This is an optimization exercise on Yosys and OpenROAD, whose aim is small area, a short achievable clock period and few clock cycles, not a production implementation.
RTL that was checked went through simulation tests only; none was proved equivalent to the original.
Power figures rest on the tool's default switching activity, not on a simulated workload.

// m10_numeng
module m10_numeng #(
    parameter [31:0] REF_CLK   = 32'd50000000,
    parameter [31:0] K_MS      = 32'd1000,
    parameter [31:0] K_US      = 32'd1,
    parameter [7:0]  FINE_WRAP = 8'd127
) (
    input  wire        clk,
    input  wire        rst,
    input  wire        tick,
    input  wire        cmd_valid,
    output wire        cmd_ready,
    input  wire [7:0]  cmd_op,
    input  wire [7:0]  cmd_imm,
    input  wire [31:0] cmd_arg,
    output wire        rsp_valid,
    output wire [2:0]  rsp_err,
    output wire [31:0] rsp_data,
    output wire        tx_valid,
    input  wire        tx_ready,
    output wire [7:0]  tx_data
);
    localparam integer MD_K    = 3;             
    localparam [4:0]   MD_LAST = 24 / MD_K - 1;
    localparam [6:0]   FINE_LAST = FINE_WRAP[6:0] - 7'd1;
    localparam [25:0]  NREF = REF_CLK[25:0];
    localparam [1:0] F_DEC = 2'd0;
    localparam [1:0] F_HEX = 2'd1;
    localparam [1:0] F_OCT = 2'd2;
    localparam [1:0] F_BIN = 2'd3;
    function [2:0] top8;
        input [7:0] x;
        begin
            top8[2] = |x[7:4];
            top8[1] = top8[2] ? |x[7:6] : |x[3:2];
            top8[0] = top8[2] ? (top8[1] ? x[7] : x[5]) : (top8[1] ? x[3] : x[1]);
        end
    endfunction
    function [4:0] top32;
        input [31:0] x;
        reg   [3:0]  g;
        reg   [2:0]  gi;
        reg   [7:0]  b;
        integer i;
        begin
            for (i = 0; i < 4; i = i + 1)
                g[i] = |x[8*i +: 8];
            gi = top8({4'd0, g});
            case (gi[1:0])
                2'd0: b = x[7:0];
                2'd1: b = x[15:8];
                2'd2: b = x[23:16];
                default: b = x[31:24];
            endcase
            top32 = {gi[1:0], top8(b)};
        end
    endfunction
    function [32:0] padd;
        input [31:0] a;
        input [31:0] b;
        input        ci;
        reg   [31:0] g, p, hp;
        integer l, i, q;
        begin
  ...
export LEC_CHECK = 0
export ABC_AREA = 1
export CAP_MARGIN = 20
export CORE_MARGIN = 2
export CORE_UTILIZATION = 40
export PLACE_DENSITY = 0.6
export SETUP_SLACK_MARGIN = 2.5
export SLEW_MARGIN = 20
create_clock -name core_clock -period 6.0 [get_ports {clk}]
run.sh (not shown) runs the stock make flow with config.mk's settings and CLKGATE_MAP_FILE= SYNTH_SCRIPT=/design/flow/synth_recipe.tcl, a recipe that flattens the netlist after the stock synthesis.
Testbench counts at the start, summed over its fixed seeds: cycles 24,253.
Next try:
--- a/flow/design.v
+++ b/flow/design.v
@@ -193,27 +193,42 @@
     wire [4:0] tb_a = {tn_a, tb_lo[1:0]};
     wire       u8_hi    = (cmd_imm[7:4] != 4'd0);
     function [7:0] nib_bcd;
         input [3:0] n;
         nib_bcd = (n >= 4'd10) ? {4'd1, n - 4'd10} : {4'd0, n};
     endfunction
-    reg  [7:0] in_abcd;
+    function [11:0] byte_bcd;
+        input [7:0] v;
+        reg   [19:0] r;
+        integer i;
+        begin
+            r = {12'd0, v};
+            for (i = 0; i < 8; i = i + 1) begin
+                if (r[11:8] >= 4'd5)  r[11:8]  = r[11:8] + 4'd3;
+                if (r[15:12] >= 4'd5) r[15:12] = r[15:12] + 4'd3;
+                r = r << 1;
+            end
+            byte_bcd = r[19:8];
+        end
+    endfunction
+    reg  [7:0] in_abyte;    
     always @(*) begin
         case (tn_a)
-            3'd0: in_abcd = nib_bcd(cmd_arg[3:0]);    3'd1: in_abcd = nib_bcd(cmd_arg[7:4]);
-            3'd2: in_abcd = nib_bcd(cmd_arg[11:8]);   3'd3: in_abcd = nib_bcd(cmd_arg[15:12]);
-            3'd4: in_abcd = nib_bcd(cmd_arg[19:16]);  3'd5: in_abcd = nib_bcd(cmd_arg[23:20]);
-            3'd6: in_abcd = nib_bcd(cmd_arg[27:24]);  default: in_abcd = nib_bcd(cmd_arg[31:28]);
+            3'd1: in_abyte = cmd_arg[7:0];    3'd2: in_abyte = cmd_arg[11:4];
+            3'd3: in_abyte = cmd_arg[15:8];   3'd4: in_abyte = cmd_arg[19:12];
+            3'd5: in_abyte = cmd_arg[23:16];  3'd6: in_abyte = cmd_arg[27:20];
+            default: in_abyte = cmd_arg[31:24];
         endcase
     end
+    wire [11:0] in_bbcd = byte_bcd(i_u8 ? cmd_imm : in_abyte);
     wire [7:0] in_fbcd  = nib_bcd(i_u8 ? (u8_hi ? cmd_imm[7:4] : cmd_imm[3:0]) : in_anib);
     wire [2:0] in_tnib  = i_u8 ? {2'd0, u8_hi} : tn_a;
     reg  [31:0] in_low;
     always @(*)
         for (j = 0; j < 8; j = j + 1)
-            in_low[4*j +: 4] = (j < in_tnib) ? (i_u8 ? cmd_imm[4*j +: 4] : cmd_arg[4*j +: 4]) : 4'd0;
+            in_low[4*j +: 4] = (j + 1 < in_tnib) ? cmd_arg[4*j +: 4] : 4'd0;
     reg  [7:0] az;          
     always @(*) begin
         az[0] = ~|cmd_arg[3:0];
         for (j = 1; j < 8; j = j + 1)
             az[j] = az[j-1] && ~|cmd_arg[4*j +: 4];
     end
@@ -530,15 +545,20 @@
             eg_tb  <= tb_a;
             if (in_fmt == F_DEC && in_neg) begin
                 C       <= {8'd0, pinc(~cmd_arg, 1'b1)};
                 eq      <= in_nstart;
                 eg_done <= 1'b0;
             end else if (in_fmt == F_DEC) begin
-                C       <= {in_fbcd[3:0], in_fbcd[7:4], in_low};
-                eq      <= in_tnib - 3'd1;
-                eg_done <= (in_tnib == 3'd0);
+                if (in_tnib == 3'd0) begin
+                    C       <= {in_fbcd[3:0], in_fbcd[7:4], 32'd0};
+                    eg_done <= 1'b1;
+                end else begin
+                    C       <= {in_bbcd[3:0], in_bbcd[7:4], in_bbcd[11:8], in_low[27:0]};
+                    eq      <= in_tnib - 3'd2;
+                    eg_done <= (in_tnib == 3'd1);
+                end
             end else begin
                 C       <= in_rev;
                 eg_done <= 1'b1;
             end
         end else if (eg_dead || (eg_spec && (!cmd_valid || (p_take && !eg_ok))) || xfer) begin
             eg_act <= 1'b0;
Clock-buffer cell count is unchanged.
Total power is higher by 11%.
Hold slack loses 0.034 ns.
Global-route usage went up by 2.4 points.
Setup slack loses 1.7 ns.
Synthesized area climbs by 1.2%.
Wire length increases by 13%.
Utilization came out higher by 10 points.
Function not checked in the second run of this note: the RTL went through the layout flow alone.

== green ==
Another version of the RTL of m10_numeng (not shown whole).
Size: about 290 flip-flops, roughly 99 I/O pins, roughly 25000 um2 of cells after synthesis.
Design m10_numeng, start of the top module:
module m10_numeng #(
    parameter [31:0] REF_CLK   = 32'd50000000,
    parameter [31:0] K_MS      = 32'd1000,
    parameter [31:0] K_US      = 32'd1,
    parameter [7:0]  FINE_WRAP = 8'd127
) (
    input  wire        clk,
    input  wire        rst,
    input  wire        tick,
    input  wire        cmd_valid,
    output wire        cmd_ready,
    input  wire [7:0]  cmd_op,
    input  wire [7:0]  cmd_imm,
    input  wire [31:0] cmd_arg,
    output wire        rsp_valid,
    output wire [2:0]  rsp_err,
    output wire [31:0] rsp_data,
    output wire        tx_valid,
    input  wire        tx_ready,
    output wire [7:0]  tx_data
);
Settings: LEC_CHECK=0, ABC_AREA=1, CAP_MARGIN=20, CORE_MARGIN=2, CORE_UTILIZATION=40, PLACE_DENSITY=0.6, SETUP_SLACK_MARGIN=2.5, SLEW_MARGIN=20; clock period 6.0 ns.
The flow did not stop early for green: all stages ran, and the layout cleared the timing, design-rule and antenna checks.
Testbench counts of green, summed over its fixed seeds: cycles 24,638.
--- input diff green..blue ---
diff --git a/flow/design.v b/flow/design.v
--- a/flow/design.v
+++ b/flow/design.v
@@ -14,17 +14,17 @@
     input  wire [31:0] cmd_arg,
     output wire        rsp_valid,
     output wire [2:0]  rsp_err,
     output wire [31:0] rsp_data,
     output wire        tx_valid,
     input  wire        tx_ready,
     output wire [7:0]  tx_data
 );
-    localparam integer MD_K    = 2;             
+    localparam integer MD_K    = 3;             
     localparam [4:0]   MD_LAST = 24 / MD_K - 1;
     localparam [6:0]   FINE_LAST = FINE_WRAP[6:0] - 7'd1;
     localparam [25:0]  NREF = REF_CLK[25:0];
     localparam [1:0] F_DEC = 2'd0;
     localparam [1:0] F_HEX = 2'd1;
     localparam [1:0] F_OCT = 2'd2;
     localparam [1:0] F_BIN = 2'd3;
     function [2:0] top8;
blue reports a lower biggest fanout along the worst timing path than green does. Summary — power, blue relative to green: higher, by about 3.6%. Cell count grows slightly when moving from green to blue. The top metal layer carrying routed signals comes out met4 in one run and met5 in the other, namely in green and blue respectively. Per the comparison of blue with green, number of antenna violations at the first check in global routing went up 5, initial cell density of the core moved down, met3 demand-to-capacity share in global routing down 0.25 points, clock skew fell by 0.0070 ns. The arrival time at the worst endpoint of green and that of blue are within noise of each other. | register area | green vs blue | ≈ equal |. Density: blue sparser than green. As far as post-route cell area is concerned, green and blue perform about the same. Looking at endpoint of the worst setup timing path, the A[8]$_SDFFE_PP0P_ result is from green; the A[16]$_SDFFE_PP0P_ one comes from blue.
Testbench counts of blue, summed over its fixed seeds: cycles 24,389.

re-timing with driven ports:
In the flow no input, the clock included, has a driving cell. The finished layouts below were timed again as built, in two steps. Step 1: set_driving_cell puts a clkbuf_16 on clk and a buf_2 on each other input, an assumption about the parent block. Step 2, shift: input delay + t, output delay - t, t = (earliest + latest rising clock arrival at the registers) / 2. This alone moves slack from input paths to output paths. a / b / c = ideal / step 1 / step 2; a / b = the first two.
run | t, ns | setup slack, ns | worst setup path at the end | worst register clock-pin slew, ns
the first run of note 1 | 0.624 | 2.431 / 2.431 / 1.942 | input to register | 0.07 / 0.07
the second run of note 1 | 0.619 | 0.758 / 0.781 / 0.162 | input to register | 0.07 / 0.07
green | 0.623 | 2.457 / 2.457 / 1.890 | input to register | 0.06 / 0.06
blue | 0.631 | 2.479 / 2.453 / 1.970 | input to register | 0.06 / 0.06
After both steps every run listed still meets setup and hold. The setup slack of the second run of note 1, which loses most, moves by +0.023 ns with the drivers and by -0.596 ns with both steps.
